Context: an optimization exercise on an open-source flow, tuned for small area. The choices shown serve that exercise and are no tape-out recipe. At most, simulation tests tie the RTL to the original design; equivalence was not proved. For runs 1 to 3, only the layout was checked, not whether the RTL still works. Power figures rest on the tool's default switching activity, not on a simulated workload.

==> design/flow/design.v <==
module wmr928_fsc (
    input  wire         clk,
    input  wire         rst,           
    input  wire         in_valid,
    input  wire [7:0]   in_data,
    input  wire [1:0]   in_fail,       
    output wire         in_ready,
    output wire [2:0]   o_state,
    output wire [1:0]   o_err,
    output wire [7:0]   o_dev,
    output wire [3:0]   o_len,
    output wire [3:0]   o_cnt,
    output wire [7:0]   o_acc,
    output wire [103:0] o_fb,          
    output wire         o_sync,
    output wire         o_frame_ok,
    output wire         o_cksum_fail,
    output wire         o_nop,
    output wire         o_unk_skip,
    output wire         o_fatal,
    output wire         o_low_batt,
    output wire [10:0]  o_wind_dir,
    output wire [14:0]  o_wind_gust_c,
    output wire         o_rain_rate_over,
    output wire         o_rain_total_over,
    output wire         o_rain_yest_over,
    output wire [7:0]   o_minute,
    input  wire [7:0]   bcd_in,
    output wire [7:0]   bcd_out
);
    localparam [1:0] ST_HUNT  = 2'd0;
    localparam [1:0] ST_MARK1 = 2'd1;
    localparam [1:0] ST_CODE  = 2'd2;
    localparam [1:0] ST_DATA  = 2'd3;
    reg [1:0] st;
    reg [1:0] err;
    reg [7:0] dev;
    reg [3:1] len;
    reg [3:0] cnt;
    reg [7:0] acc;
    reg [7:0] fb [0:12];
    wire halted = err[1] | err[0];
    assign in_ready = !rst && !halted;
    wire is_fail   = in_fail[1] | in_fail[0];
    wire take_fail = !halted && is_fail;
    wire take_byte = !halted && !is_fail && in_valid;
    wire       hi_zero  = (in_data[7:4] == 4'd0);
    wire [3:0] c        = in_data[3:0];
    wire       code_ok  = hi_zero && (c[3] ? (c[2] & c[1]) : !(c[2] & c[1] & c[0]));
    reg  [3:1] code_len;             
    always @(*) begin
        case (c)
            4'd0:    code_len = 3'b100;   
            4'd1:    code_len = 3'b110;   
            4'd3:    code_len = 3'b011;   
            4'd6:    code_len = 3'b101;   
            4'd14:   code_len = 3'b001;   
            default: code_len = 3'b000;   
        endcase
    end
    wire code_nop = (code_len == 3'b000);
    wire last_byte = len[3] ? (len[2] ? (cnt[3] & cnt[2])                
                                      : (len[1] ? (cnt[3] & cnt[1])        
                                                : (cnt[2] & cnt[1] & cnt[0])))  
                            : (cnt[0] & (!len[2] | cnt[2]));             
    wire in_code    = (st == ST_CODE);
    wire in_data_st = (st == ST_DATA);
    wire tb_code    = take_byte && in_code;
    wire tb_data    = take_byte && in_data_st;
    wire       nrst  = !rst;
    wire [7:0] din   = in_data & {8{nrst}};
    wire [7:0] acc_g = acc & {8{in_data_st & nrst}};
    wire [7:0] acc_sum;
    wire       cks_eq = (acc == in_data);
    wire code_take = tb_code && code_ok;
    wire acc_en    = code_take || (tb_data && !last_byte);
    always @(posedge clk) begin
        if (rst || tb_code)
            dev <= din;
        if (rst || code_take)
            len <= code_len & {3{nrst}};
        if (rst || acc_en)
            acc <= acc_sum;
        if (rst || tb_data)
            cnt <= (rst || last_byte) ? 4'd0 : cnt + 4'd1;
    end
    reg  [1:0] strobe;
    wire       fend = tb_data && last_byte;
    wire       ff   = (in_data == 8'hFF);
    always @(posedge clk) begin
        if (rst) begin
            st     <= ST_HUNT;
            err    <= 2'd0;
            strobe <= 2'b00;
        end else begin
            strobe[1] <= fend;
            strobe[0] <= fend ? cks_eq
                              : take_byte && (((st == ST_MARK1) && ff) || (code_take && code_nop));
            if (take_fail) begin
                st  <= ST_HUNT;
                err <= {1'b1, in_fail[1]};
            end else if (take_byte) begin
                case (st)
                    ST_HUNT:  if (ff) st <= ST_MARK1;
                    ST_MARK1: st <= ff ? ST_CODE : ST_HUNT;
                    ST_CODE: begin
                        if (!code_ok) begin
                            st  <= ST_HUNT;
                            err <= 2'd1;
                        end else begin
                            st  <= code_nop ? ST_HUNT : ST_DATA;
                        end
                    end
                    ST_DATA:  if (last_byte) st <= ST_HUNT;
                endcase
            end
        end
    end
    assign o_frame_ok   = strobe[1] & strobe[0];
    assign o_cksum_fail = strobe[1] & !strobe[0];
    assign o_sync       = !strobe[1] & strobe[0] & st[1];
    assign o_nop        = !strobe[1] & strobe[0] & !st[1];
    always @(posedge clk) begin
        if (!rst && tb_data)
            fb[cnt] <= in_data;
    end
    assign o_state    = {halted, st};
    assign o_err      = err;
    assign o_dev      = dev;
    assign o_len      = {len, len[3] & (len[2] | len[1])};
    assign o_cnt      = cnt;
    assign o_acc      = acc;
    assign o_fatal    = halted;
    assign o_unk_skip = 1'b0;     
    genvar gi;
    generate
        for (gi = 0; gi < 13; gi = gi + 1) begin : g_fb
            assign o_fb[8*gi +: 8] = fb[gi];
        end
    endgenerate
    wire [7:0] fb0 = fb[0];
    wire [7:0] fb1 = fb[1];
    wire [7:0] fb2 = fb[2];
    wire [7:0] fb3 = fb[3];
    assign o_low_batt        = dev[3] ? fb0[7] : fb0[6];
    assign o_rain_rate_over  = fb0[4];
    assign o_rain_total_over = fb0[5];
    assign o_rain_yest_over  = fb0[7];
    wire bo_1, bo_2, bo_3, bo_4, bo_5, bo_6, bo_7, bo_8, bo_9, bo_10, bo_11, bo_12, bo_13, bo_14, bo_15, bo_16;
    ha_cell bo_u2 (.a(bcd_in[1]), .b(bcd_in[4]), .s(bo_1), .k(bo_2));
    fa_cell bo_u4 (.a(bcd_in[2]), .b(bcd_in[5]), .c(bo_2), .s(bo_3), .k(bo_4));
    fa_cell bo_u6 (.a(bcd_in[3]), .b(bcd_in[6]), .c(bcd_in[4]), .s(bo_5), .k(bo_6));
    ha_cell bo_u8 (.a(bo_4), .b(bo_5), .s(bo_7), .k(bo_8));
    fa_cell bo_u10 (.a(bcd_in[7]), .b(bcd_in[5]), .c(bo_6), .s(bo_9), .k(bo_10));
    ha_cell bo_u12 (.a(bo_8), .b(bo_9), .s(bo_11), .k(bo_12));
    fa_cell bo_u14 (.a(bcd_in[6]), .b(bo_10), .c(bo_12), .s(bo_13), .k(bo_14));
    ha_cell bo_u16 (.a(bcd_in[7]), .b(bo_14), .s(bo_15), .k(bo_16));
    assign bcd_out[0] = bcd_in[0];
    assign bcd_out[1] = bo_1;
    assign bcd_out[2] = bo_3;
    assign bcd_out[3] = bo_7;
    assign bcd_out[4] = bo_11;
    assign bcd_out[5] = bo_13;
    assign bcd_out[6] = bo_15;
    assign bcd_out[7] = bo_16;
    wire mi_1, mi_2, mi_3, mi_4, mi_5, mi_6, mi_7, mi_8, mi_9, mi_10, mi_11, mi_12;
    ha_cell mi_u2 (.a(fb0[1]), .b(fb0[4]), .s(mi_1), .k(mi_2));
    fa_cell mi_u4 (.a(fb0[2]), .b(fb0[5]), .c(mi_2), .s(mi_3), .k(mi_4));
    fa_cell mi_u6 (.a(fb0[3]), .b(fb0[6]), .c(fb0[4]), .s(mi_5), .k(mi_6));
    ha_cell mi_u8 (.a(mi_4), .b(mi_5), .s(mi_7), .k(mi_8));
    fa_cell mi_u10 (.a(fb0[5]), .b(mi_6), .c(mi_8), .s(mi_9), .k(mi_10));
    ha_cell mi_u12 (.a(fb0[6]), .b(mi_10), .s(mi_11), .k(mi_12));
    assign o_minute[0] = fb0[0];
    assign o_minute[1] = mi_1;
    assign o_minute[2] = mi_3;
    assign o_minute[3] = mi_7;
    assign o_minute[4] = mi_9;
    assign o_minute[5] = mi_11;
    assign o_minute[6] = mi_12;
    assign o_minute[7] = 1'b0;
    wire wd_1, wd_2, wd_3, wd_4, wd_5, wd_6, wd_7, wd_8, wd_9, wd_10, wd_11, wd_12, wd_13, wd_14, wd_15, wd_16, wd_17, wd_18, wd_19, wd_20, wd_21, wd_22, wd_23, wd_24, wd_25, wd_26, wd_27, wd_28, wd_29, wd_30, wd_31, wd_32, wd_33, wd_34, wd_35, wd_36, wd_37, wd_38, wd_39, wd_40;
    ha_cell wd_u2 (.a(fb1[1]), .b(fb1[4]), .s(wd_1), .k(wd_2));
    fa_cell wd_u4 (.a(fb1[2]), .b(fb1[5]), .c(fb2[0]), .s(wd_3), .k(wd_4));
    ha_cell wd_u6 (.a(wd_2), .b(wd_3), .s(wd_5), .k(wd_6));
    fa_cell wd_u8 (.a(fb1[3]), .b(fb1[6]), .c(fb1[4]), .s(wd_7), .k(wd_8));
    fa_cell wd_u10 (.a(fb2[1]), .b(wd_4), .c(wd_6), .s(wd_9), .k(wd_10));
    ha_cell wd_u12 (.a(wd_7), .b(wd_9), .s(wd_11), .k(wd_12));
    fa_cell wd_u14 (.a(fb1[7]), .b(fb1[5]), .c(fb2[2]), .s(wd_13), .k(wd_14));
    fa_cell wd_u16 (.a(wd_8), .b(wd_10), .c(wd_12), .s(wd_15), .k(wd_16));
    ha_cell wd_u18 (.a(wd_13), .b(wd_15), .s(wd_17), .k(wd_18));
    fa_cell wd_u20 (.a(fb1[6]), .b(fb2[3]), .c(fb2[0]), .s(wd_19), .k(wd_20));
    fa_cell wd_u22 (.a(wd_14), .b(wd_16), .c(wd_18), .s(wd_21), .k(wd_22));
    ha_cell wd_u24 (.a(wd_19), .b(wd_21), .s(wd_23), .k(wd_24));
    fa_cell wd_u26 (.a(fb1[7]), .b(fb2[1]), .c(fb2[0]), .s(wd_25), .k(wd_26));
    fa_cell wd_u28 (.a(wd_20), .b(wd_22), .c(wd_24), .s(wd_27), .k(wd_28));
    ha_cell wd_u30 (.a(wd_25), .b(wd_27), .s(wd_29), .k(wd_30));
    fa_cell wd_u32 (.a(fb2[2]), .b(fb2[1]), .c(wd_26), .s(wd_31), .k(wd_32));
    fa_cell wd_u34 (.a(wd_28), .b(wd_30), .c(wd_31), .s(wd_33), .k(wd_34));
    fa_cell wd_u36 (.a(fb2[3]), .b(fb2[2]), .c(wd_32), .s(wd_35), .k(wd_36));
    ha_cell wd_u38 (.a(wd_34), .b(wd_35), .s(wd_37), .k(wd_38));
    fa_cell wd_u40 (.a(fb2[3]), .b(wd_36), .c(wd_38), .s(wd_39), .k(wd_40));
    assign o_wind_dir[0] = fb1[0];
    assign o_wind_dir[1] = wd_1;
    assign o_wind_dir[2] = wd_5;
    assign o_wind_dir[3] = wd_11;
    assign o_wind_dir[4] = wd_17;
    assign o_wind_dir[5] = wd_23;
    assign o_wind_dir[6] = wd_29;
    assign o_wind_dir[7] = wd_33;
    assign o_wind_dir[8] = wd_37;
    assign o_wind_dir[9] = wd_39;
    assign o_wind_dir[10] = wd_40;
    wire wg_1, wg_2, wg_3, wg_4, wg_5, wg_6, wg_7, wg_8, wg_9, wg_10, wg_11, wg_12, wg_13, wg_14, wg_15, wg_16, wg_17, wg_18, wg_19, wg_20, wg_21, wg_22, wg_23, wg_24, wg_25, wg_26, wg_27, wg_28, wg_29, wg_30, wg_31, wg_32, wg_33, wg_34, wg_35, wg_36, wg_37, wg_38, wg_39, wg_40, wg_41, wg_42, wg_43, wg_44, wg_45, wg_46, wg_47, wg_48, wg_49, wg_50, wg_51, wg_52, wg_53, wg_54;
    ha_cell wg_u2 (.a(fb3[1]), .b(fb3[4]), .s(wg_1), .k(wg_2));
    fa_cell wg_u4 (.a(fb3[2]), .b(fb3[5]), .c(wg_2), .s(wg_3), .k(wg_4));
    fa_cell wg_u6 (.a(fb3[3]), .b(fb3[6]), .c(fb3[4]), .s(wg_5), .k(wg_6));
    ha_cell wg_u8 (.a(wg_4), .b(wg_5), .s(wg_7), .k(wg_8));
    fa_cell wg_u10 (.a(fb3[7]), .b(fb3[5]), .c(wg_6), .s(wg_9), .k(wg_10));
    ha_cell wg_u12 (.a(wg_8), .b(wg_9), .s(wg_11), .k(wg_12));
    fa_cell wg_u14 (.a(fb3[6]), .b(wg_10), .c(wg_12), .s(wg_13), .k(wg_14));
    ha_cell wg_u16 (.a(fb3[7]), .b(wg_14), .s(wg_15), .k(wg_16));
    ha_cell wg_u18 (.a(fb3[0]), .b(fb2[6]), .s(wg_17), .k(wg_18));
    fa_cell wg_u20 (.a(wg_1), .b(fb2[7]), .c(wg_18), .s(wg_19), .k(wg_20));
    ha_cell wg_u22 (.a(wg_3), .b(wg_20), .s(wg_21), .k(wg_22));
    fa_cell wg_u24 (.a(wg_7), .b(fb3[0]), .c(wg_22), .s(wg_23), .k(wg_24));
    fa_cell wg_u26 (.a(wg_11), .b(wg_1), .c(fb3[0]), .s(wg_25), .k(wg_26));
    ha_cell wg_u28 (.a(wg_24), .b(wg_25), .s(wg_27), .k(wg_28));
    fa_cell wg_u30 (.a(wg_13), .b(wg_3), .c(wg_1), .s(wg_29), .k(wg_30));
    fa_cell wg_u32 (.a(wg_26), .b(wg_28), .c(wg_29), .s(wg_31), .k(wg_32));
    fa_cell wg_u34 (.a(wg_15), .b(wg_7), .c(wg_3), .s(wg_33), .k(wg_34));
    fa_cell wg_u36 (.a(wg_30), .b(wg_32), .c(wg_33), .s(wg_35), .k(wg_36));
    fa_cell wg_u38 (.a(wg_16), .b(wg_11), .c(wg_7), .s(wg_37), .k(wg_38));
    fa_cell wg_u40 (.a(wg_34), .b(wg_36), .c(wg_37), .s(wg_39), .k(wg_40));
    fa_cell wg_u42 (.a(wg_13), .b(wg_11), .c(wg_38), .s(wg_41), .k(wg_42));
    ha_cell wg_u44 (.a(wg_40), .b(wg_41), .s(wg_43), .k(wg_44));
    fa_cell wg_u46 (.a(wg_15), .b(wg_13), .c(wg_42), .s(wg_45), .k(wg_46));
    ha_cell wg_u48 (.a(wg_44), .b(wg_45), .s(wg_47), .k(wg_48));
    fa_cell wg_u50 (.a(wg_16), .b(wg_15), .c(wg_46), .s(wg_49), .k(wg_50));
    ha_cell wg_u52 (.a(wg_48), .b(wg_49), .s(wg_51), .k(wg_52));
    fa_cell wg_u54 (.a(wg_16), .b(wg_50), .c(wg_52), .s(wg_53), .k(wg_54));
    assign o_wind_gust_c[0] = fb2[4];
    assign o_wind_gust_c[1] = fb2[5];
    assign o_wind_gust_c[2] = wg_17;
    assign o_wind_gust_c[3] = wg_19;
    assign o_wind_gust_c[4] = wg_21;
    assign o_wind_gust_c[5] = wg_23;
    assign o_wind_gust_c[6] = wg_27;
    assign o_wind_gust_c[7] = wg_31;
    assign o_wind_gust_c[8] = wg_35;
    assign o_wind_gust_c[9] = wg_39;
    assign o_wind_gust_c[10] = wg_43;
    assign o_wind_gust_c[11] = wg_47;
    assign o_wind_gust_c[12] = wg_51;
    assign o_wind_gust_c[13] = wg_53;
    assign o_wind_gust_c[14] = wg_54;
    wire ac_1, ac_2, ac_3, ac_4, ac_5, ac_6, ac_7, ac_8, ac_9, ac_10, ac_11, ac_12, ac_13, ac_14, ac_15, ac_16;
    ha_cell ac_u2 (.a(acc_g[0]), .b(din[0]), .s(ac_1), .k(ac_2));
    fa_cell ac_u4 (.a(acc_g[1]), .b(din[1]), .c(ac_2), .s(ac_3), .k(ac_4));
    fa_cell ac_u6 (.a(acc_g[2]), .b(din[2]), .c(ac_4), .s(ac_5), .k(ac_6));
    fa_cell ac_u8 (.a(acc_g[3]), .b(din[3]), .c(ac_6), .s(ac_7), .k(ac_8));
    fa_cell ac_u10 (.a(acc_g[4]), .b(din[4]), .c(ac_8), .s(ac_9), .k(ac_10));
    fa_cell ac_u12 (.a(acc_g[5]), .b(din[5]), .c(ac_10), .s(ac_11), .k(ac_12));
    fa_cell ac_u14 (.a(acc_g[6]), .b(din[6]), .c(ac_12), .s(ac_13), .k(ac_14));
    fa_cell ac_u16 (.a(acc_g[7]), .b(din[7]), .c(ac_14), .s(ac_15), .k(ac_16));
    assign acc_sum[0] = ac_1;
    assign acc_sum[1] = ac_3;
    assign acc_sum[2] = ac_5;
    assign acc_sum[3] = ac_7;
    assign acc_sum[4] = ac_9;
    assign acc_sum[5] = ac_11;
    assign acc_sum[6] = ac_13;
    assign acc_sum[7] = ac_15;
endmodule
module fa_cell (input a, input b, input c, output s, output k);
    assign s = a ^ b ^ c;
    assign k = (a & b) | (a & c) | (b & c);
endmodule
module ha_cell (input a, input b, output s, output k);
    assign s = a ^ b;
    assign k = a & b;
endmodule
==> design/flow/flow/run.sh <==
#!/bin/bash
# Standard ORFS layout with the smallest buffer cell on the ports and a
# clock tree of fewer, larger leaf clusters.
set -euo pipefail
bash standard.sh "BUFFER_PORTS_ARGS=-buffer_cell sky130_fd_sc_hd__buf_1" \
  "CTS_ARGS=-sink_clustering_enable -repair_clock_nets -dont_use_dummy_load -buf_list sky130_fd_sc_hd__clkbuf_8 -sink_clustering_size 30" \
  finish > standard.log 2>&1
==> design/flow/standard.sh <==
#!/bin/bash
# synth_recipe.tcl (not shown) runs the flow's synth.tcl, then flattens the netlist and writes it again
# the make line also repeats each setting of config.mk as NAME=value (left out here)
make -C /OpenROAD-flow-scripts/flow DESIGN_CONFIG=/design/flow/config.mk WORK_HOME=/design/flow/orfs CLKGATE_MAP_FILE= SYNTH_SCRIPT=/design/flow/synth_recipe.tcl "${@:-finish}"
==> design/flow/config.mk <==
export PLATFORM = sky130hd
export DESIGN_NAME = wmr928_fsc
export DESIGN_NICKNAME = wmr928_fsc
export VERILOG_FILES = /design/flow/design.v
export SDC_FILE = /design/flow/constraint.sdc
export NUM_CORES = 4
export LEC_CHECK = 0
export CAP_MARGIN = 20
export CORE_MARGIN = 2
export CORE_UTILIZATION = 40
export SLEW_MARGIN = 20
export SYNTH_HIERARCHICAL = 1
==> design/flow/constraint.sdc <==
create_clock -name core_clock -period 7.0 [get_ports {clk}]
set_input_delay 1.4000 -clock core_clock [delete_from_list [all_inputs] [get_ports {clk}]]
set_output_delay 1.4000 -clock core_clock [all_outputs]
set_load 0.01 [all_outputs]
==> flow_summary.json, run 1 <==
{
  "r2r_start": "st[1]",
  "start_kind": "flop",
  "grt_usage_pct": 16.9,
  "grt_pass1_vias": 3765,
  "clock-sinks": 133,
  "power.share.switching_pct": 22.1,
  "nNetsFinal": 664,
  "gr-total-overflow": 0,
  "ys_async_sr_fraction_pct": 0,
  "row_count": 46,
  "netlist_instances": 393,
  "worst-path-buf-inv": 1,
  "wirelength_um": 14300,
  "viasPerCell": 4.77,
  "p_leak_nw": 2.54,
  "cts_buffers": 17,
  "cts.reportedPaths.clkPinSlew_ps": 70,
  "path_cells": "fa_1 -> ha_1 -> fa_1 -> ha_1 -> fa_1 -> ha_1 -> fa_1 -> ha_1 -> fa_1 -> ha_1 -> fa_1 -> ha_1 -> fa_1 -> buf_1",
  "grtUsageMet1_pct": 20.5,
  "tns_ps": 0,
  "seq_power_share_pct": 61.8,
  "firstDrtPassIters": 4,
  "busiest_layer": "met2",
  "worst-path-max-fanout": 4,
  "status": "finished clean",
  "max_freq_mhz": 147,
  "fin_area_mm2": 0.00737,
  "cp.arrival_ps": 5410,
  "coreArea_mm2": 0.0158,
  "num-fill-cells": 1479,
  "dp_slack_ps": 484,
  "placed_area_mm2": 0.00711,
  "hold_path_class": "reg2reg",
  "area_growth_pct": 14.7,
  "switchingPower_w": 0.000320,
  "holdWs_ps": 523,
  "ys_types": 47,
  "drc_errors": 0,
  "worst_pin_slew_ps": 714,
  "via_count": 3740,
  "place_hpwl_um": 10300,
  "final_cells": 784,
  "grt_pass1_wl_um": 20900,
  "drive_gt1_share_pct": 7.75,
  "die-width_um": 131,
  "cp_slowest_cell": "edfxtp_1",
  "initial_utilization_pct": 40.8,
  "h-tree-depth": 4,
  "setup-violations-final": 0,
  "pwr-share-clk_pct": 31.6,
  "grtUsageMet3_pct": 5.54,
  "worstRegToRegCells": 11,
  "synthesis.area_mm2": 0.00643,
  "io_buffers": 202,
  "fin_skew_ps": 15.3,
  "finalCriticalPeriod_ps": 6810,
  "antenna_found_initial": 0,
  "grt_setup_unrepaired": "no",
  "p_int_w": 0.00113,
  "io_pins": 207,
  "dieArea_mm2": 0.0171,
  "antenna-diode-count": 0,
  "tritoncts": "built",
  "ys_warn_count": 7,
  "hp-start": "err[1]",
  "clock_latency_ps": 430,
  "use_met2_pct": 28.8,
  "comb_power_share_pct": 6.7,
  "critPathCaptureType": "output pin",
  "finalHoldViolations": 0,
  "synth-edff-count": 127,
  "ys_seq_area_share_pct": 61.2,
  "reg2reg_slack_ps": 2760,
  "clockBufferDepth": 2,
  "cap_violations": 0,
  "crit_family": "adder cells",
  "max_stage_delay_ps": 490,
  "power_density_mw_per_mm2": 197,
  "required_ps": 5600,
  "hold_depth": 2,
  "holdPathEnd": "err[1]",
  "dp.cells": 765,
  "routabilityCongestion": 0.792,
  "avgSynthCellArea_um2": 16.4,
  "cts-root-buf": "clkbuf_8",
  "synth_seq_cells": 133,
  "wire_per_inst_um": 18.2,
  "die_h_um": 131,
  "fin_crit_sh_pct": 97.3,
  "reg2reg_to": "acc[7]",
  "max-slew-margin-rel_pct": 52.2,
  "synth_ff_type": "edfxtp_1",
  "slew_viol_final": 0,
  "drt_iter0_drc": 177,
  "grt_max_degree": 24,
  "crit_type": "reg2out",
  "peakVddDrop_mv": 0.0909,
  "layout_setup_ws_ps": 189,
  "crit_top_cell": "fa_1",
  "antenna_left": 0
}
==> Yosys stat by module, one instance, submodules excluded <==
module | cells inside | area, um^2 | flip-flops and latches
wmr928_fsc | 324 | 5230 | 133
fa_cell | 1 | 20.0 | 0
ha_cell | 1 | 12.5 | 0
==> placed cells by master, fill, tap and decap left out, types with 2 or more instances in the layout <==
master,n
conb_1,2
xor2_1,5
and2_1,23
xnor2_1,5
clkbuf_8,17
o21bai_1,3
nand2b_1,4
o21ai_1,2
buf_1,201
nor2b_1,11
ha_1,29
nor2_1,14
nand2_1,12
nor3_2,2
and3_1,2
buf_4,11
nand3_1,7
nor3b_1,2
o21ai_0,3
fa_1,41
inv_1,4
nor4_2,2
dfxtp_1,6
nor3_1,7
edfxtp_1,127
nand4_1,2
fa_2,3
==> cells in the mapped netlist, drive strengths merged, types with 4 or more instances <==
cell,instances,area (um^2)
xor2,5,43.8
buf,56,415
inv,4,15.0
xnor2,5,43.8
o21ai,5,25.0
ha,29,363
and2,23,144
nand2b,4,25.0
nand2,13,51.3
dfxtp,6,120
nor3,9,55.1
nand3,8,45.0
nor2b,11,68.8
edfxtp,127,3810
nor2,15,63.8
fa,44,881
==> through the flow <==
step           total power, W  util (%)
3_3_place_gp          0.00101      45.1
5_1_grt               0.00151      46.7
2_1_floorplan        0.000972         -
4_1_cts               0.00147      46.6
6_report              0.00145      46.7
3_5_place_dp          0.00101      45.1
==> power by group through the flow <==
stage / combinational (W) / clock, W / sequential, W
2_1_floorplan: 0.0000606 / 0 / 0.000911
3_3_place_gp: 0.0000957 / 0 / 0.000910
3_5_place_dp: 0.0000979 / 0 / 0.000911
4_1_cts: 0.0000989 / 0.000474 / 0.000894
5_1_grt: 0.000109 / 0.000505 / 0.000895
6_report: 0.0000965 / 0.000457 / 0.000894
==> metal layers <==
metal	vias up	share of wire [%]
met5	-	0
met4	0	1.3
met3	13	6.4
met2	155	51
met1	1882	42
li1	1690	-
==> flip-flops by register name, summed over array words and instances (netlist names) <==
name	flops
acc	8
cnt	4
dev	8
err	2
fb	104
len	3
st	2
strobe	2
==> cells by family (layout without fill, tap and decap cells) <==
logic type,count (synthesis),after routing,synth area share [%]
DFF,133,133,61.2
buffers and inverters,60,234,6.70
adders and majority gates,73,73,19.3
AOI/OAI and AO/OA,20,20,2.49
other,1,2,0.0583
xor gates and xnor gates,10,10,1.36
and+or+nand+nor,94,94,8.51
muxes,2,2,0.331
==> worst max-delay path by stage <==
stage / to / start / cells after the start / slack (ps)
floorplan: o_wind_gust_c[13] / fb[3][6] / 13 / 650
global placement: o_wind_gust_c[13] / fb[3][6] / 13 / 590
detailed placement: o_wind_gust_c[13] / fb[3][6] / 13 / 480
CTS: o_wind_gust_c[13] / fb[3][6] / 13 / 40
global route: o_wind_gust_c[13] / fb[3][3] / 13 / 9
finish: o_wind_dir[9] / fb[2][0] / 14 / 190
==> worst register-to-register path: stages (launching register included) <==
cell,delay [ps]
dfxtp_1,410
nand2_1,240
nor2_4,100
and2_1,200
ha_1,220
fa_1,400
fa_1,390
fa_1,380
fa_1,410
fa_1,390
fa_1,390
fa_1,440
==> cell type report <==
class | instances | area (um^2) | share of cell area (%)
flip-flops and latches | 133 | 3930 | 53.4
multi-input cells | 201 | 2070 | 28.1
repair buffers | 213 | 842 | 11.4
well taps | 216 | 270 | 3.67
clock buffers | 17 | 234 | 3.17
inverters | 4 | 15.0 | 0.204
==> repair_timing <==
action / 4_1_cts / 5_1_grt
hold buffers: 0 / 0
setup buffers: 0 / 2
setup endpoints to repair: 0 / 1
resized for setup: 0 / 4
==> inputs of run 2 (changes only) <==
==> design/flow/flow/run.sh (replaced) <==
#!/bin/bash
# Standard ORFS layout with the smallest buffer cell on the ports and a
# clock tree of clkbuf_4 cells without dummy loads.
set -euo pipefail
bash standard.sh "BUFFER_PORTS_ARGS=-buffer_cell sky130_fd_sc_hd__buf_1" \
  "CTS_ARGS=-repair_clock_nets -dont_use_dummy_load -buf_list sky130_fd_sc_hd__clkbuf_4" \
  finish > standard.log 2>&1
--- a/design/flow/config.mk
+++ b/design/flow/config.mk
@@ -5,6 +5,7 @@
 export SDC_FILE = /design/flow/constraint.sdc
 export NUM_CORES = 4
 export LEC_CHECK = 0
+export ABC_AREA = 1
 export CAP_MARGIN = 20
 export CORE_MARGIN = 2
 export CORE_UTILIZATION = 40
==> run 2 against run 1 <==
  * Combinational power increased by 5%
  * Sequential cell count unchanged
  * Clock skew increased by 19 ps
  * Power decreased by 8.2%
  * Register-to-register slack improved by 150 ps
  * Sequential power about the same
  * Hold slack improved by 2.2 ps
  * First-iteration DRC count increased by 9.0%
  * Setup slack got worse by 41 ps
  * Die area decreased by 1.1%
  * Non-clock buffer count increased by 7
  * Synthesized area decreased by 1.1%
  * Critical endpoint unchanged
  * Largest cell class unchanged
  * Largest power group unchanged
==> flow_summary.json, run 2 <==
{
  "max_stage_delay_ps": 570,
  "wirelength_um": 14400,
  "crit_type": "reg2out",
  "worstRegToRegCells": 12,
  "slew_viol_final": 0,
  "clock-sinks": 133,
  "area_growth_pct": 15.1,
  "synth.most_common_cell": "edfxtp_1",
  "antenna_found_initial": 0,
  "layout_setup_ws_ps": 148,
  "synthXorXnorAreaFrac_pct": 1.38,
  "max_freq_mhz": 146,
  "ys_types": 29,
  "wire_per_inst_um": 17.1,
  "p_leak_nw": 2.67,
  "die-width_um": 130,
  "routabilityCongestion": 0.874,
  "finalCriticalPeriod_ps": 6850,
  "grt_pass1_vias": 3840,
  "synth_top_family_by_area": "adder cells",
  "antenna_left": 0,
  "utilization_pct": 46.6,
  "synth_seq_cells": 133,
  "ys_seq_area_share_pct": 61.9,
  "antenna-diode-count": 0,
  "yosys-top-cells-area": "edfxtp_1 60%, fa_1 14%, ha_1 5.7%, buf_4 5.6%, nor2_1 3.5%",
  "tritoncts": "built",
  "initial_utilization_pct": 40.5,
  "required_ps": 5600,
  "worst-path-max-fanout": 2,
  "grt_max_degree": 20,
  "dp_slack_ps": 478,
  "via_count": 3810,
  "finalHoldViolations": 0,
  "final_cell_mix": "200 x buf_1, 127 x edfxtp_1, 60 x nor2_1",
  "largest_registers": "fb: 104 flops, acc: 8 flops, dev: 8 flops",
  "worst-path-buf-inv": 1,
  "setup-violations-final": 0,
  "synthesis.area_mm2": 0.00636,
  "yosys.area.top_type": "edfxtp_1",
  "start_kind": "flop",
  "row_count": 46,
  "status": "finished clean",
  "worst_pin_slew_ps": 767,
  "grt_usage_pct": 17.3,
  "dieArea_mm2": 0.0169,
  "path_cells": "fa_1 -> ha_2 -> fa_1 -> ha_1 -> fa_1 -> ha_1 -> fa_1 -> ha_2 -> fa_1 -> ha_2 -> fa_1 -> ha_2 -> fa_1 -> buf_2",
  "regMostFlops": "fb",
  "hold_path_class": "reg2reg",
  "crit_top_cell": "fa_1",
  "drc_errors": 0,
  "clock_latency_ps": 530,
  "cp-startpoint": "fb[2][0]",
  "viasPerCell": 4.52,
  "synth_ff_type": "edfxtp_1",
  "die_h_um": 130,
  "h-tree-depth": 4,
  "largest_reg_flops": 104,
  "r2r_start": "st[1]",
  "cts_buffers": 17,
  "gr-total-overflow": 0,
  "cap_violations": 0,
  "io_buffers": 202,
  "final_cells": 843,
  "netlist_instances": 437,
  "ys_async_sr_fraction_pct": 0,
  "clockBufferDepth": 2,
  "synth-simple-area-share_pct": 8.19,
  "synth_top_area_share_pct": 60.0,
  "drt_iter0_drc": 193,
  "crit_family": "adder cells",
  "synth_commonest_cells": "127 x edfxtp_1, 60 x nor2_1, 47 x buf_4, 44 x fa_1, 41 x nand2_1",
  "hold_depth": 2,
  "drive_gt1_share_pct": 8.61,
  "synth_mux_area_share_pct": 0.177,
  "synth_compound_area_share_pct": 0.827,
  "max-slew-margin-rel_pct": 48.7,
  "io_pins": 207,
  "grt_pass1_wl_um": 21200,
  "fin_skew_ps": 33.9,
  "ys_warn_count": 7,
  "cts-root-buf": "clkbuf_4",
  "firstDrtPassIters": 4,
  "layout.cells.most_common": "buf_1",
  "fin_crit_sh_pct": 97.9,
  "critPathCaptureType": "output pin",
  "place_hpwl_um": 10400,
  "cp.arrival_ps": 5450,
  "peakVddDrop_mv": 0.0785,
  "avgSynthCellArea_um2": 14.5,
  "cp_slowest_cell": "fa_1",
  "power_density_mw_per_mm2": 182,
  "path_depth": 14,
  "nNetsFinal": 723,
  "hp-start": "err[1]",
  "cts.reportedPaths.clkPinSlew_ps": 110,
  "dp.cells": 818,
  "synth-adder-area-share_pct": 19.6,
  "coreArea_mm2": 0.0157,
  "synth-edff-count": 127,
  "num-fill-cells": 1436
}
-- run 2: cell count changes after synthesis, moves of 5 or more --
cell	delta
and2_1	-23
nor2_1	+46
nor2b_1	-11
nand2_1	+29
nor3_1	-5
inv_1	+33
buf_4	-5
-- run 2: metrics by stage --
step / hold slack, ps / TNS [ps] / cell area, um^2 / power, W
2_1_floorplan: 516 / 0 / 6360 / 0.000970
3_3_place_gp: 484 / 0 / 7110 / 0.00101
3_5_place_dp: 511 / 0 / 7110 / 0.00101
4_1_cts: 526 / 0 / 7270 / 0.00135
5_1_grt: 556 / -18.9 / 7320 / 0.00139
6_report: 525 / 0 / 7320 / 0.00133
-- run 2: final timing paths --
check                                endpoint  slack, ps
worst min-delay path                   err[1]        530
worst max register to register         acc[7]       2910
worst min register to register         err[1]        530
worst max-delay path            o_wind_dir[9]        150
-- run 2: area by class of cell --
cell class | count | area, um^2 | area share, %
inverter | 39 | 146 | 2.00
timing repair buffer | 220 | 896 | 12.2
tap | 216 | 270 | 3.69
clock buffer | 17 | 128 | 1.74
multi-input combinational | 218 | 1940 | 26.6
sequential | 133 | 3930 | 53.8
-- run 2: timing repair --
| item | in CTS | in global routing |
|---|---|---|
| resized for setup | 3 | 7 |
| pin swaps | 1 | 1 |
| buffers inserted | 4 | 4 |
| setup endpoints to repair | 2 | 2 |
| endpoints found under the hold margin | 0 | 0 |
| hold buffers | 0 | 0 |
-- run 2: cell families (layout without fill, tap and decap cells) --
group                      after synthesis  after routing
DFF                                    133            133
buffers and inverters                   87            276
AOI/OAI and AO/OA                        9              9
xor gates and xnor gates                10             10
other                                    1              2
muxes                                    1              1
adders and majority gates               73             73
and+or+nand+nor                        123            123
-- run 2: worst register-to-register path, cell delays in order (launching register included) --
cell     delay, ps
dfxtp_1        390
nand2_2        120
nor2_2          40
inv_2          190
nor2_1          70
ha_1           210
fa_1           390
fa_1           400
fa_1           390
fa_1           390
fa_1           390
fa_1           410
fa_1           440
-- run 2: layer usage --
metal	vias to the layer above	part of all wire, %	track usage, %
li1	1796	-	-
met1	1846	43	21.9
met2	157	49	28.9
met3	11	6.6	5.17
met4	0	1.2	5.31
met5	-	0	0
-- run 2: where the power goes --
part | switching, W | total (W) | leakage [nW] | internal [W]
sequential | 0.00000943 | 0.000891 | 1.21 | 0.000882
combinational | 0.0000700 | 0.000101 | 1.38 | 0.0000313
clock | 0.000226 | 0.000336 | 0.0782 | 0.000111
-- run 2: modules after synthesis, one instance, submodules excluded --
module | area (um^2) | times used | flip-flops and latches
fa_cell | 20.0 | 44 | 0
ha_cell | 12.5 | 25 | 0
wmr928_fsc | 5160 | 1 | 133
==> inputs of run 3 (changes only) <==
--- a/design/flow/config.mk
+++ b/design/flow/config.mk
@@ -6,8 +6,8 @@
 export NUM_CORES = 4
 export LEC_CHECK = 0
 export ABC_AREA = 1
-export CAP_MARGIN = 20
+export CAP_MARGIN = 0
 export CORE_MARGIN = 2
-export CORE_UTILIZATION = 40
-export SLEW_MARGIN = 20
+export CORE_UTILIZATION = 55
+export SLEW_MARGIN = 0
 export SYNTH_HIERARCHICAL = 1
==> run 3 against run 2 <==
  * Largest cell class unchanged
  * Clock power shrank 4%
  * Sequential power hardly changed
  * Clock skew grew 1.8 ps
  * First-iteration DRC count increased by 7.3%
  * Critical endpoint unchanged
  * Hold slack worse by 17 ps
  * Sequential cell count did not move
  * Still clean
==> flow_summary.json, run 3 <==
{
  "status": "finished clean",
  "antenna_left": 0,
  "r2r_start": "st[1]",
  "peakVddDrop_mv": 0.107,
  "grt_max_degree": 20,
  "synth_seq_cells": 133,
  "synth_commonest_cells": "127 x edfxtp_1, 60 x nor2_1, 47 x buf_4, 44 x fa_1, 41 x nand2_1",
  "io_buffers": 202,
  "placed_area_mm2": 0.00700,
  "antenna-diode-count": 0,
  "worstRegToRegCells": 12,
  "clock_latency_ps": 500,
  "synth-edff-count": 127,
  "finalCriticalPeriod_ps": 6830,
  "worst_pin_slew_ps": 1030,
  "fin_area_mm2": 0.00722,
  "worst-path-max-fanout": 4,
  "path_depth": 14,
  "max_freq_mhz": 146,
  "layout_setup_ws_ps": 170,
  "cap_violations": 0,
  "largest_reg_flops": 104,
  "path_cells": "fa_1 -> ha_2 -> fa_1 -> ha_2 -> fa_1 -> ha_1 -> fa_1 -> ha_2 -> fa_1 -> ha_2 -> fa_1 -> ha_2 -> fa_1 -> clkbuf_2",
  "place_hpwl_um": 9270,
  "synth.most_common_cell": "edfxtp_1",
  "gr-total-overflow": 0,
  "grt_setup_unrepaired": "yes",
  "required_ps": 5600,
  "dieArea_mm2": 0.0124,
  "dp_slack_ps": 489,
  "crit_path_end": "o_wind_dir[9]",
  "firstDrtPassIters": 4,
  "ys_async_sr_fraction_pct": 0,
  "cp-startpoint": "fb[2][0]",
  "fin_skew_ps": 35.7,
  "via_count": 3842,
  "die-width_um": 112,
  "ys_types": 29,
  "grt_pass1_wl_um": 19500,
  "largest_registers": "fb: 104 flops, acc: 8 flops, dev: 8 flops",
  "cp.arrival_ps": 5430,
  "regMostFlops": "fb",
  "grt_pass1_vias": 3685,
  "cts-root-buf": "clkbuf_4",
  "antenna_found_initial": 0,
  "fin_crit_sh_pct": 97.6,
  "h-tree-depth": 4,
  "clock-sinks": 133,
  "worst-path-buf-inv": 1,
  "power_density_mw_per_mm2": 181,
  "grt_usage_pct": 20.6,
  "avgSynthCellArea_um2": 14.5,
  "max-slew-margin-rel_pct": 31.2,
  "yosys.area.top_type": "edfxtp_1",
  "drc_errors": 0,
  "row_count": 39,
  "synthesis.area_mm2": 0.00636,
  "hold_path_class": "reg2reg",
  "initial_utilization_pct": 55.9,
  "slew_viol_final": 0,
  "layout.cells.most_common": "buf_1",
  "synth_ff_type": "edfxtp_1",
  "cts.reportedPaths.clkPinSlew_ps": 110,
  "ys_warn_count": 7,
  "viasPerCell": 5.00,
  "ys_seq_area_share_pct": 61.9,
  "reg2reg_slack_ps": 2990,
  "crit_top_cell": "fa_1",
  "wirelength_um": 12700,
  "crit_family": "adder cells",
  "drt_iter0_drc": 207,
  "coreArea_mm2": 0.0114,
  "io_pins": 207,
  "synth_top_area_share_pct": 60.0,
  "clockBufferDepth": 2,
  "final_cell_mix": "200 x buf_1, 127 x edfxtp_1, 60 x nor2_1",
  "tritoncts": "built",
  "area_growth_pct": 13.6,
  "p_leak_nw": 2.67,
  "critPathCaptureType": "output pin",
  "netlist_instances": 437,
  "setup-violations-final": 0,
  "max_stage_delay_ps": 540,
  "drive_gt1_share_pct": 8.47,
  "nNetsFinal": 722,
  "postCtsHoldBufs": 0,
  "routabilityCongestion": 0.809,
  "crit_type": "reg2out",
  "wire_per_inst_um": 16.6,
  "yosys-top-cells-area": "edfxtp_1 60%, fa_1 14%, ha_1 5.7%, buf_4 5.6%, nor2_1 3.5%",
  "start_kind": "flop",
  "reg2reg_to": "acc[7]",
  "cts_buffers": 17,
  "cp_slowest_cell": "fa_1",
  "finalHoldViolations": 0,
  "die_h_um": 112
}
run 3: cell counts after synthesis:
Identical to the previous run, type by type.
run 3: worst min-delay path by stage:
| stage | start | endpoint | slack, ps | cells after the start |
|---|---|---|---|---|
| final | err[1] | err[1] | 510 | 2 |
| after global routing | err[1] | err[1] | 580 | 2 |
| after CTS | err[1] | err[1] | 510 | 2 |
| after detailed placement | err[1] | err[1] | 490 | 2 |
| after global placement | err[1] | err[1] | 490 | 2 |
| after floorplan | err[1] | err[1] | 520 | 2 |
run 3: metrics by stage:
step	power, W	cells	hold WS [ps]	utilization, %	setup TNS, ps
global route	0.00137	769	577	63.5	-53.7
CTS	0.00133	761	508	62.8	0
floorplan	0.000970	438	516	-	0
detailed placement	0.00101	743	494	61.6	0
global placement	0.00101	743	489	61.6	0
finish	0.00131	769	508	63.5	0
run 3: cell families (layout without fill, tap and decap cells):
family / count (synthesis) / after routing / synth area share, %
flops: 133 / 133 / 61.9
simple gates: 123 / 123 / 8.19
buf+inv: 87 / 275 / 7.91
fa+ha+maj: 73 / 73 / 19.6
xor+xnor: 10 / 10 / 1.38
compound gates: 9 / 9 / 0.827
other cells: 1 / 2 / 0.0590
mux: 1 / 1 / 0.177
run 3: modules after synthesis (local to each module, per instance):
module | copies in the design | cells inside
fa_cell | 44 | 1
wmr928_fsc | 1 | 368
ha_cell | 25 | 1
run 3: area by class of cell:
| type | instances | area (um^2) |
|---|---|---|
| fill | 959 | 4150 |
| sequential | 133 | 3930 |
| multi-input combinational | 218 | 1940 |
| timing repair buffer | 219 | 888 |
| tap | 143 | 179 |
| inverter | 39 | 146 |
| clock buffer | 17 | 128 |
run 3: tightest hold or removal path: cells and delay by family, from the launching register on:
kind,cells,cell delay [ps]
flops,1,330
simple gates,2,140
run 3: repair_timing:
action / 4_1_cts / 5_1_grt
gates resized for setup: 1 / 9
buffers inserted: 1 / 8
hold endpoints to repair: 0 / 0
setup endpoints to repair: 1 / 3
pin swaps: 0 / 2
run 3: power breakdown:
group / switching (W) / total [W] / internal (W) / leakage (nW)
Combinational: 0.0000676 / 0.0000981 / 0.0000305 / 1.38
Sequential: 0.00000867 / 0.000890 / 0.000882 / 1.21
Clock: 0.000210 / 0.000322 / 0.000111 / 0.0782
run 3: layer usage:
layer  share of wire (%)  global-route usage (%)
met3                 6.3                    5.33
met2                  52                    35.6
met4                0.91                    5.68
met5                   0                       0
met1                  41                    26.2
==> inputs of run 4 (changes only) <==
--- a/design/flow/design.v
+++ b/design/flow/design.v
@@ -12,10 +12,10 @@
     output wire [3:0]   o_cnt,
     output wire [7:0]   o_acc,
     output wire [103:0] o_fb,          
-    output wire         o_sync,
-    output wire         o_frame_ok,
-    output wire         o_cksum_fail,
-    output wire         o_nop,
+    output reg          o_sync,
+    output reg          o_frame_ok,
+    output reg          o_cksum_fail,
+    output reg          o_nop,
     output wire         o_unk_skip,
     output wire         o_fatal,
     output wire         o_low_batt,
@@ -63,65 +63,68 @@
                                       : (len[1] ? (cnt[3] & cnt[1])        
                                                 : (cnt[2] & cnt[1] & cnt[0])))  
                             : (cnt[0] & (!len[2] | cnt[2]));             
-    wire in_code    = (st == ST_CODE);
+    wire in_code = (st == ST_CODE);
     wire in_data_st = (st == ST_DATA);
-    wire tb_code    = take_byte && in_code;
-    wire tb_data    = take_byte && in_data_st;
-    wire       nrst  = !rst;
-    wire [7:0] din   = in_data & {8{nrst}};
-    wire [7:0] acc_g = acc & {8{in_data_st & nrst}};
-    wire [7:0] acc_sum;
-    wire       cks_eq = (acc == in_data);
-    wire code_take = tb_code && code_ok;
-    wire acc_en    = code_take || (tb_data && !last_byte);
-    always @(posedge clk) begin
-        if (rst || tb_code)
-            dev <= din;
-        if (rst || code_take)
-            len <= code_len & {3{nrst}};
-        if (rst || acc_en)
-            acc <= acc_sum;
-        if (rst || tb_data)
-            cnt <= (rst || last_byte) ? 4'd0 : cnt + 4'd1;
-    end
-    reg  [1:0] strobe;
-    wire       fend = tb_data && last_byte;
-    wire       ff   = (in_data == 8'hFF);
+    wire [7:0] acc_sum = (in_data_st ? acc : 8'd0) + in_data;
+    wire       cks_eq  = (acc == in_data);
     always @(posedge clk) begin
         if (rst) begin
-            st     <= ST_HUNT;
-            err    <= 2'd0;
-            strobe <= 2'b00;
+            st           <= ST_HUNT;
+            err          <= 2'd0;
+            dev          <= 8'd0;
+            len          <= 3'd0;
+            cnt          <= 4'd0;
+            acc          <= 8'd0;
+            o_sync       <= 1'b0;
+            o_frame_ok   <= 1'b0;
+            o_cksum_fail <= 1'b0;
+            o_nop        <= 1'b0;
         end else begin
-            strobe[1] <= fend;
-            strobe[0] <= fend ? cks_eq
-                              : take_byte && (((st == ST_MARK1) && ff) || (code_take && code_nop));
+            o_sync       <= take_byte && (st == ST_MARK1) && (in_data == 8'hFF);
+            o_nop        <= take_byte && in_code && code_ok && code_nop;
+            o_frame_ok   <= take_byte && in_data_st && last_byte && cks_eq;
+            o_cksum_fail <= take_byte && in_data_st && last_byte && !cks_eq;
             if (take_fail) begin
                 st  <= ST_HUNT;
                 err <= {1'b1, in_fail[1]};
             end else if (take_byte) begin
                 case (st)
-                    ST_HUNT:  if (ff) st <= ST_MARK1;
-                    ST_MARK1: st <= ff ? ST_CODE : ST_HUNT;
+                    ST_HUNT: begin
+                        if (in_data == 8'hFF)
+                            st <= ST_MARK1;
+                    end
+                    ST_MARK1: begin
+                        if (in_data == 8'hFF)
+                            st <= ST_CODE;
+                        else
+                            st <= ST_HUNT;
+                    end
                     ST_CODE: begin
+                        dev <= in_data;
                         if (!code_ok) begin
                             st  <= ST_HUNT;
                             err <= 2'd1;
                         end else begin
+                            len <= code_len;
+                            acc <= acc_sum;
                             st  <= code_nop ? ST_HUNT : ST_DATA;
                         end
                     end
-                    ST_DATA:  if (last_byte) st <= ST_HUNT;
+                    ST_DATA: begin
+                        if (last_byte) begin
+                            cnt <= 4'd0;
+                            st  <= ST_HUNT;
+                        end else begin
+                            cnt <= cnt + 4'd1;
+                            acc <= acc_sum;
+                        end
+                    end
                 endcase
             end
         end
     end
-    assign o_frame_ok   = strobe[1] & strobe[0];
-    assign o_cksum_fail = strobe[1] & !strobe[0];
-    assign o_sync       = !strobe[1] & strobe[0] & st[1];
-    assign o_nop        = !strobe[1] & strobe[0] & !st[1];
     always @(posedge clk) begin
-        if (!rst && tb_data)
+        if (!rst && take_byte && in_data_st)
             fb[cnt] <= in_data;
     end
     assign o_state    = {halted, st};
@@ -253,23 +256,6 @@
     assign o_wind_gust_c[12] = wg_51;
     assign o_wind_gust_c[13] = wg_53;
     assign o_wind_gust_c[14] = wg_54;
-    wire ac_1, ac_2, ac_3, ac_4, ac_5, ac_6, ac_7, ac_8, ac_9, ac_10, ac_11, ac_12, ac_13, ac_14, ac_15, ac_16;
-    ha_cell ac_u2 (.a(acc_g[0]), .b(din[0]), .s(ac_1), .k(ac_2));
-    fa_cell ac_u4 (.a(acc_g[1]), .b(din[1]), .c(ac_2), .s(ac_3), .k(ac_4));
-    fa_cell ac_u6 (.a(acc_g[2]), .b(din[2]), .c(ac_4), .s(ac_5), .k(ac_6));
-    fa_cell ac_u8 (.a(acc_g[3]), .b(din[3]), .c(ac_6), .s(ac_7), .k(ac_8));
-    fa_cell ac_u10 (.a(acc_g[4]), .b(din[4]), .c(ac_8), .s(ac_9), .k(ac_10));
-    fa_cell ac_u12 (.a(acc_g[5]), .b(din[5]), .c(ac_10), .s(ac_11), .k(ac_12));
-    fa_cell ac_u14 (.a(acc_g[6]), .b(din[6]), .c(ac_12), .s(ac_13), .k(ac_14));
-    fa_cell ac_u16 (.a(acc_g[7]), .b(din[7]), .c(ac_14), .s(ac_15), .k(ac_16));
-    assign acc_sum[0] = ac_1;
-    assign acc_sum[1] = ac_3;
-    assign acc_sum[2] = ac_5;
-    assign acc_sum[3] = ac_7;
-    assign acc_sum[4] = ac_9;
-    assign acc_sum[5] = ac_11;
-    assign acc_sum[6] = ac_13;
-    assign acc_sum[7] = ac_15;
 endmodule
 module fa_cell (input a, input b, input c, output s, output k);
     assign s = a ^ b ^ c;
==> design/flow/run.sh (new file) <==
#!/bin/bash
# synth_recipe.tcl (not shown) runs the flow's synth.tcl, then flattens the netlist and writes it again
# the make line also repeats each setting of config.mk as NAME=value (left out here)
make -C /OpenROAD-flow-scripts/flow DESIGN_CONFIG=/design/flow/config.mk WORK_HOME=/design/flow/orfs CLKGATE_MAP_FILE= SYNTH_SCRIPT=/design/flow/synth_recipe.tcl finish
==> design/flow/config.mk (replaced) <==
export PLATFORM = sky130hd
export DESIGN_NAME = wmr928_fsc
export DESIGN_NICKNAME = wmr928_fsc
export VERILOG_FILES = /design/flow/design.v
export SDC_FILE = /design/flow/constraint.sdc
export NUM_CORES = 4
export LEC_CHECK = 0
export CAP_MARGIN = 20
export CORE_MARGIN = 2
export CORE_UTILIZATION = 40
export SLEW_MARGIN = 20
export SYNTH_HIERARCHICAL = 1
removed: design/flow/flow/run.sh
removed: design/flow/standard.sh
==> run 4 against run 3 <==
  * Still clean
  * Hold slack worse by 5.0 ps
  * Critical path depth is 1 lower
  * Sequential cell count is 2 higher
  * Register-to-register slack improved by 1500 ps
  * Clock skew shrank 27 ps
  * Final cell count grew 13%
  * Via count grew 10%
  * Power up 36%
  * Clock-buffer cell count up 1
  * Synthesized area up 3.3%
  * Synthesized cell count up 6.4%
==> flow_summary.json, run 4 <==
{
  "status": "finished clean",
  "drive_gt1_share_pct": 9.17,
  "largest_registers": "fb: 104 flops, acc: 8 flops, dev: 8 flops",
  "synth.most_common_cell": "edfxtp_1",
  "ys_async_sr_fraction_pct": 0,
  "wire_per_inst_um": 18.7,
  "antenna-diode-count": 0,
  "avgSynthCellArea_um2": 14.1,
  "crit_type": "reg2out",
  "crit_top_cell": "fa_1",
  "wirelength_um": 16300,
  "hold_path_class": "reg2reg",
  "fin_area_mm2": 0.00911,
  "gr-total-overflow": 0,
  "routabilityCongestion": 0.818,
  "start_kind": "flop",
  "worst-path-max-fanout": 2,
  "drt_iter0_drc": 238,
  "num-fill-cells": 1308,
  "firstDrtPassIters": 4,
  "synth_ff_type": "edfxtp_1",
  "holdWs_ps": 503,
  "grt_setup_unrepaired": "no",
  "io_buffers": 202,
  "multi_input_area_mm2": 0.00239,
  "cp.arrival_ps": 5410,
  "power_density_mw_per_mm2": 196,
  "reg2reg_slack_ps": 4460,
  "drc_errors": 0,
  "place_hpwl_um": 11600,
  "clock_latency_ps": 410,
  "yosys-top-cells-area": "edfxtp_1 48%, fa_1 12%, dfxtp_1 9.5%, ha_1 6.7%, buf_4 5.4%",
  "hold_depth": 2,
  "synth_commonest_cells": "104 x edfxtp_1, 47 x buf_4, 38 x fa_1, 35 x ha_1, 31 x dfxtp_1",
  "via_count": 4242,
  "grt_max_degree": 33,
  "r2r_start": "st[1]",
  "netlist_instances": 465,
  "ys_warn_count": 7,
  "die-width_um": 132,
  "reg2reg_to": "fb[6][3]",
  "h-tree-depth": 4,
  "synthesis.area_mm2": 0.00657,
  "io_pins": 207,
  "cp_slowest_cell": "fa_2",
  "cts.reportedPaths.clkPinSlew_ps": 50,
  "seqCellArea_mm2": 0.00374,
  "clock-sinks": 135,
  "worstRegToRegCells": 4,
  "viasPerCell": 4.88,
  "cap_violations": 0,
  "worst_pin_slew_ps": 1010,
  "path_cells": "fa_1 -> fa_1 -> ha_1 -> fa_2 -> fa_1 -> fa_2 -> fa_2 -> fa_1 -> ha_1 -> ha_1 -> ha_1 -> fa_1 -> dlygate4sd2_1",
  "p_leak_nw": 3.33,
  "required_ps": 5600,
  "postCtsHoldBufs": 0,
  "layout.cells.most_common": "clkdlybuf4s50_1",
  "antenna_left": 0,
  "finalCriticalPeriod_ps": 6810,
  "ys_types": 62,
  "initial_utilization_pct": 41.2,
  "final_cell_mix": "198 x clkdlybuf4s50_1, 104 x edfxtp_1, 35 x fa_1, 35 x ha_1, 31 x dfxtp_1",
  "slew_viol_final": 0,
  "cts-root-buf": "clkbuf_16",
  "area_growth_pct": 38.8,
  "synth-edff-count": 104,
  "grt_usage_pct": 19.3,
  "cts_buffers": 17,
  "crit_family": "adder cells",
  "dieArea_mm2": 0.0175,
  "ys_seq_area_share_pct": 57.0,
  "fin_skew_ps": 8.31,
  "synth_seq_cells": 135,
  "max-slew-margin-rel_pct": 32.6,
  "row_count": 46,
  "finalHoldViolations": 0,
  "tritoncts": "built",
  "hp-start": "dev[0]",
  "grt_pass1_vias": 4486,
  "clockBufferDepth": 2,
  "total_power_w": 0.00179,
  "yosys.area.top_type": "edfxtp_1",
  "tns_ps": 0,
  "die_h_um": 132,
  "critPathCaptureType": "output pin",
  "regMostFlops": "fb",
  "coreArea_mm2": 0.0159,
  "largest_reg_flops": 104,
  "peakVddDrop_mv": 0.119,
  "nNetsFinal": 735,
  "antenna_found_initial": 0,
  "max_stage_delay_ps": 610,
  "setup-violations-final": 0,
  "synth_top_area_share_pct": 47.6,
  "fin_crit_sh_pct": 97.3,
  "worst-path-buf-inv": 1,
  "grt_pass1_wl_um": 25700,
  "max_freq_mhz": 147,
  "placed_area_mm2": 0.00849,
  "holdPathEnd": "dev[0]"
}
==> run 4: tightest hold or removal path, delay by kind of cell (launching register included) <==
family / cells / cell delay [ps]
flops: 1 / 330
compound gates: 1 / 70
simple gates: 1 / 70
==> run 4: metal layers <==
layer  routed length, um  track usage [%]  vias to the layer above
met5                   0                0                        -
met4                  61             4.83                        0
met3                1290             7.23                        6
met2                7760             31.3                      161
met1                7210             24.5                     2081
li1                    -                -                     1994
==> run 4: repair_timing <==
| action | 4_1_cts | 5_1_grt |
|---|---|---|
| pin swaps | 1 | 0 |
| endpoints found under the setup margin | 5 | 3 |
| buffers inserted | 5 | 2 |
| hold endpoints to repair | 0 | 0 |
| resized for setup | 6 | 3 |
==> run 4: worst max-delay path by stage <==
stage | from | to | slack, ps | depth (start not counted)
floorplan | fb[3][6] | o_wind_gust_c[13] | 650 | 13
global placement | fb[3][6] | o_wind_gust_c[13] | 210 | 13
detailed placement | fb[3][6] | o_wind_gust_c[13] | -20 | 13
CTS | fb[3][3] | o_wind_gust_c[13] | 20 | 13
global route | fb[1][2] | o_wind_dir[9] | 9 | 14
finish | fb[3][3] | o_wind_gust_c[14] | 190 | 13
==> run 4: kinds of logic after synthesis <==
family | Yosys count | synth area share (%)
XOR/XNOR | 10 | 1.33
other | 1 | 0.0571
AND/OR/NAND/NOR | 111 | 9.55
flip-flops | 135 | 57.0
buffers and inverters | 69 | 6.77
adder cells (fa/ha/maj) | 73 | 18.3
AO/OA/AOI/OAI | 59 | 5.93
multiplexers | 7 | 1.09
==> run 4: report_power, final <==
part           total [W]  switching (W)  leakage (nW)  internal, W
combinational  0.0000911      0.0000505          1.88    0.0000406
clock           0.000832       0.000313         0.265     0.000519
sequential      0.000864     0.00000102          1.18     0.000863
==> run 4: cell type report <==
class / count / area share [%]
well taps: 216 / 2.97
inverters: 12 / 0.494
repair buffers: 213 / 23.0
multi-input cells: 262 / 26.2
clock inverters: 14 / 1.47
clock buffers: 18 / 4.71
flip-flops and latches: 135 / 41.1
==> run 4: per-module statistics from Yosys (local to each module, per instance) <==
| module | times used | cell area, um^2 |
|---|---|---|
| fa_cell | 37 | 20.0 |
| ha_cell | 24 | 12.5 |
| wmr928_fsc | 1 | 5520 |
==> run 4: stage by stage <==
| step | std cells | utilization [%] | setup slack (ps) |
|---|---|---|---|
| global placement | 831 | 53.3 | 209 |
| CTS | 868 | 57.0 | 15.6 |
| detailed placement | 831 | 53.3 | -19.2 |
| floorplan | 466 | - | 648 |
| finish | 870 | 57.1 | 188 |
| global route | 870 | 57.1 | 8.88 |
==> inputs of run 5 (changes only) <==
==> design/flow/flow/run.sh (new file) <==
#!/bin/bash
# Standard ORFS layout; only the port buffers use the smallest buffer cell.
set -euo pipefail
bash standard.sh "BUFFER_PORTS_ARGS=-buffer_cell sky130_fd_sc_hd__buf_1" finish > standard.log 2>&1
==> design/flow/standard.sh (new file) <==
#!/bin/bash
# synth_recipe.tcl (not shown) runs the flow's synth.tcl, then flattens the netlist and writes it again
# the make line also repeats each setting of config.mk as NAME=value (left out here)
make -C /OpenROAD-flow-scripts/flow DESIGN_CONFIG=/design/flow/config.mk WORK_HOME=/design/flow/orfs CLKGATE_MAP_FILE= SYNTH_SCRIPT=/design/flow/synth_recipe.tcl "${@:-finish}"
removed: design/flow/run.sh
==> run 5 against run 4 <==
  * Critical path depth unchanged
  * Sequential share of layout area rose by 6.5 points
  * Highest routed layer unchanged
  * Register-to-register slack hardly changed
  * Sequential power is essentially flat
  * Core utilization decreased by 7.8 points
  * Largest power group unchanged
  * Still clean
  * Synthesized area unchanged
==> flow_summary.json, run 5 <==
{
  "ys_seq_area_share_pct": 57.0,
  "antenna_left": 0,
  "place_hpwl_um": 11200,
  "tritoncts": "built",
  "clock-sinks": 135,
  "slew_viol_final": 0,
  "clock_latency_ps": 410,
  "path_cells": "fa_1 -> fa_1 -> ha_1 -> fa_2 -> fa_1 -> fa_1 -> fa_1 -> fa_1 -> ha_1 -> ha_1 -> ha_1 -> fa_1 -> clkbuf_2",
  "h-tree-depth": 4,
  "synth-edff-count": 104,
  "power_density_mw_per_mm2": 229,
  "ys_warn_count": 7,
  "dieArea_mm2": 0.0175,
  "drc_errors": 0,
  "crit_family": "adder cells",
  "cp_slowest_cell": "fa_2",
  "placed_area_mm2": 0.00727,
  "yosys-top-cells-area": "edfxtp_1 48%, fa_1 12%, dfxtp_1 9.5%, ha_1 6.7%, buf_4 5.4%",
  "drt_iter0_drc": 198,
  "p_leak_nw": 2.79,
  "netlist_instances": 465,
  "coreArea_mm2": 0.0159,
  "grt_max_degree": 33,
  "fin_area_mm2": 0.00786,
  "synth_top_area_share_pct": 47.6,
  "io_pins": 207,
  "crit_type": "reg2out",
  "fin_skew_ps": 11.0,
  "utilization_pct": 49.3,
  "dp.cells": 836,
  "area_growth_pct": 19.8,
  "yosys.area.top_type": "edfxtp_1",
  "worst-path-max-fanout": 2,
  "num-fill-cells": 1449,
  "multi_input_area_mm2": 0.00238,
  "firstDrtPassIters": 4,
  "ys_async_sr_fraction_pct": 0,
  "peakVddDrop_mv": 0.151,
  "via_count": 4272,
  "drive_gt1_share_pct": 8.87,
  "grt_pass1_wl_um": 24800,
  "synthesis.area_mm2": 0.00657,
  "regMostFlops": "fb",
  "io_buffers": 202,
  "seqCellArea_mm2": 0.00374,
  "start_kind": "flop",
  "hold_path_class": "reg2reg",
  "die-width_um": 132,
  "worstRegToRegCells": 4,
  "finalHoldViolations": 0,
  "final_cell_mix": "201 x buf_1, 104 x edfxtp_1, 37 x fa_1",
  "ys_types": 62,
  "wire_per_inst_um": 18.2,
  "status": "finished clean",
  "row_count": 46,
  "grt_pass1_vias": 4443,
  "wirelength_um": 15800,
  "antenna-diode-count": 0,
  "synth_commonest_cells": "104 x edfxtp_1, 47 x buf_4, 38 x fa_1, 35 x ha_1, 31 x dfxtp_1",
  "setup-violations-final": 0,
  "cts.reportedPaths.clkPinSlew_ps": 60,
  "layout.cells.most_common": "buf_1",
  "synth_seq_cells": 135,
  "final_cells": 870,
  "nNetsFinal": 735,
  "critPathCaptureType": "output pin",
  "finalCriticalPeriod_ps": 6850,
  "max_stage_delay_ps": 600,
  "postCtsHoldBufs": 0,
  "viasPerCell": 4.91,
  "routabilityCongestion": 0.886,
  "crit_top_cell": "fa_1",
  "largest_registers": "fb: 104 flops, acc: 8 flops, dev: 8 flops",
  "avgSynthCellArea_um2": 14.1,
  "path_depth": 13,
  "max-slew-margin-rel_pct": 55.7,
  "cts_buffers": 17,
  "tns_ps": 0,
  "cts-root-buf": "clkbuf_16",
  "synth.most_common_cell": "edfxtp_1",
  "antenna_found_initial": 0,
  "grt_setup_unrepaired": "no",
  "synth_ff_type": "edfxtp_1",
  "fin_crit_sh_pct": 97.8,
  "hold_depth": 2,
  "grt_usage_pct": 18.4,
  "worst_pin_slew_ps": 658,
  "worst-path-buf-inv": 1,
  "required_ps": 5600,
  "max_freq_mhz": 146,
  "gr-total-overflow": 0,
  "clockBufferDepth": 2,
  "die_h_um": 132,
  "cp.arrival_ps": 5450,
  "cap_violations": 0,
  "initial_utilization_pct": 41.2,
  "largest_reg_flops": 104
}
==> run 5: changes by cell type in the layout (fill, tap and decap cells not counted), sizes merged <==
cell / change
clkdlybuf4s50: -198
buf: +201
dlymetal6s2s: -1
clkinvlp: -1
dlygate4sd2: -2
inv: -1
clkbuf: +6
clkinv: -4
==> run 5: final cells by class <==
class / instances / area share [%]
flip-flops and latches: 135 / 47.6
multi-input cells: 262 / 30.3
repair buffers: 213 / 10.7
clock buffers: 24 / 6.13
well taps: 216 / 3.44
clock inverters: 8 / 1.24
inverters: 12 / 0.573
==> run 5: final timing paths <==
kind / end / from / slack (ps)
setup / recovery: o_wind_gust_c[13] / fb[3][3] / 150
setup reg to reg: fb[6][0] / st[1] / 4450
hold / removal: dev[0] / dev[0] / 500
hold reg to reg: dev[0] / dev[0] / 500
==> run 5: worst reg2reg max path: stages (launching register included) <==
cell and delay (ps):
dfxtp_1 640, and2_1 290, nand3_2 210, nor4_1 560
and2_1 500
==> run 5: Yosys stat by module, one instance, submodules excluded <==
module | cell area [um^2] | flip-flops and latches
wmr928_fsc | 5520 | 135
fa_cell | 20.0 | 0
ha_cell | 12.5 | 0
==> run 5: logic make-up (layout without fill, tap and decap cells) <==
| kind of cell | count (synthesis) | after routing | synth area share, % |
|---|---|---|---|
| compound gates | 59 | 59 | 5.93 |
| xor+xnor | 10 | 10 | 1.33 |
| fa+ha+maj | 73 | 73 | 18.3 |
| buf+inv | 69 | 257 | 6.77 |
| flops | 135 | 135 | 57.0 |
| mux | 7 | 7 | 1.09 |
| other cells | 1 | 2 | 0.0571 |
| simple gates | 111 | 111 | 9.55 |
==> run 5: power breakdown <==
| part | switching, W | internal (W) | total (W) |
|---|---|---|---|
| Clock | 0.000312 | 0.000551 | 0.000863 |
| Combinational | 0.0000508 | 0.0000227 | 0.0000736 |
| Sequential | 0.000000999 | 0.000863 | 0.000864 |
| Total | 0.000364 | 0.00144 | 0.00180 |
==> run 5: what timing repair did <==
action	CTS	global route
setup endpoints to repair	1	1
setup buffers	1	1
resized for setup	0	2
pin swaps	0	1
cloned	0	0
==> run 5: metal layers <==
metal / routed length (um) / vias up / GRT usage, % / share of wire (%)
li1: - / 1988 / - / -
met1: 6860 / 2088 / 23.6 / 43
met2: 7630 / 184 / 30.3 / 48
met3: 1200 / 12 / 5.88 / 7.6
met4: 131 / 0 / 4.83 / 0.83
met5: 0 / - / 0 / 0
==> run 5: stage by stage <==
stage | setup slack [ps] | total power (W) | hold slack [ps]
3_5_place_dp | 408 | 0.000955 | 480
3_3_place_gp | 591 | 0.000953 | 474
4_1_cts | 18.2 | 0.00182 | 498
6_report | 153 | 0.00180 | 499
5_1_grt | 8.89 | 0.00186 | 536
2_1_floorplan | 648 | 0.000927 | 511

[port drivers added, routing unchanged]
The flow's constraints put no driver on any port. The routed layouts listed below were extracted and timed again, unchanged, in two steps. Step 1, drivers: a clkbuf_16 drives clk and a buf_2 each remaining input, both assumed. Step 2 moves the port delays by t, midway between the first and last clock arrival at a register: inputs arrive t later, outputs are due t later. That takes back most of the time a late clock gives input paths. Slacks: ideal ports / drivers / drivers and shift; pairs: ideal ports / drivers.
run	t, ns	slack for setup (ns)	hold slack, ns	cell pins on the clock port's net
run 1	0.461	0.189 / 0.153 / 0.614	0.523 / 0.523 / 0.523	1
run 2	0.548	0.148 / 0.115 / 0.663	0.525 / 0.525 / 0.525	1
run 3	0.508	0.170 / 0.141 / 0.649	0.508 / 0.508 / 0.508	1
run 4	0.442	0.188 / 0.148 / 0.590	0.503 / 0.503 / 0.503	1
run 5	0.439	0.153 / 0.114 / 0.553	0.499 / 0.499 / 0.499	1
After both steps every run listed still meets setup and hold.
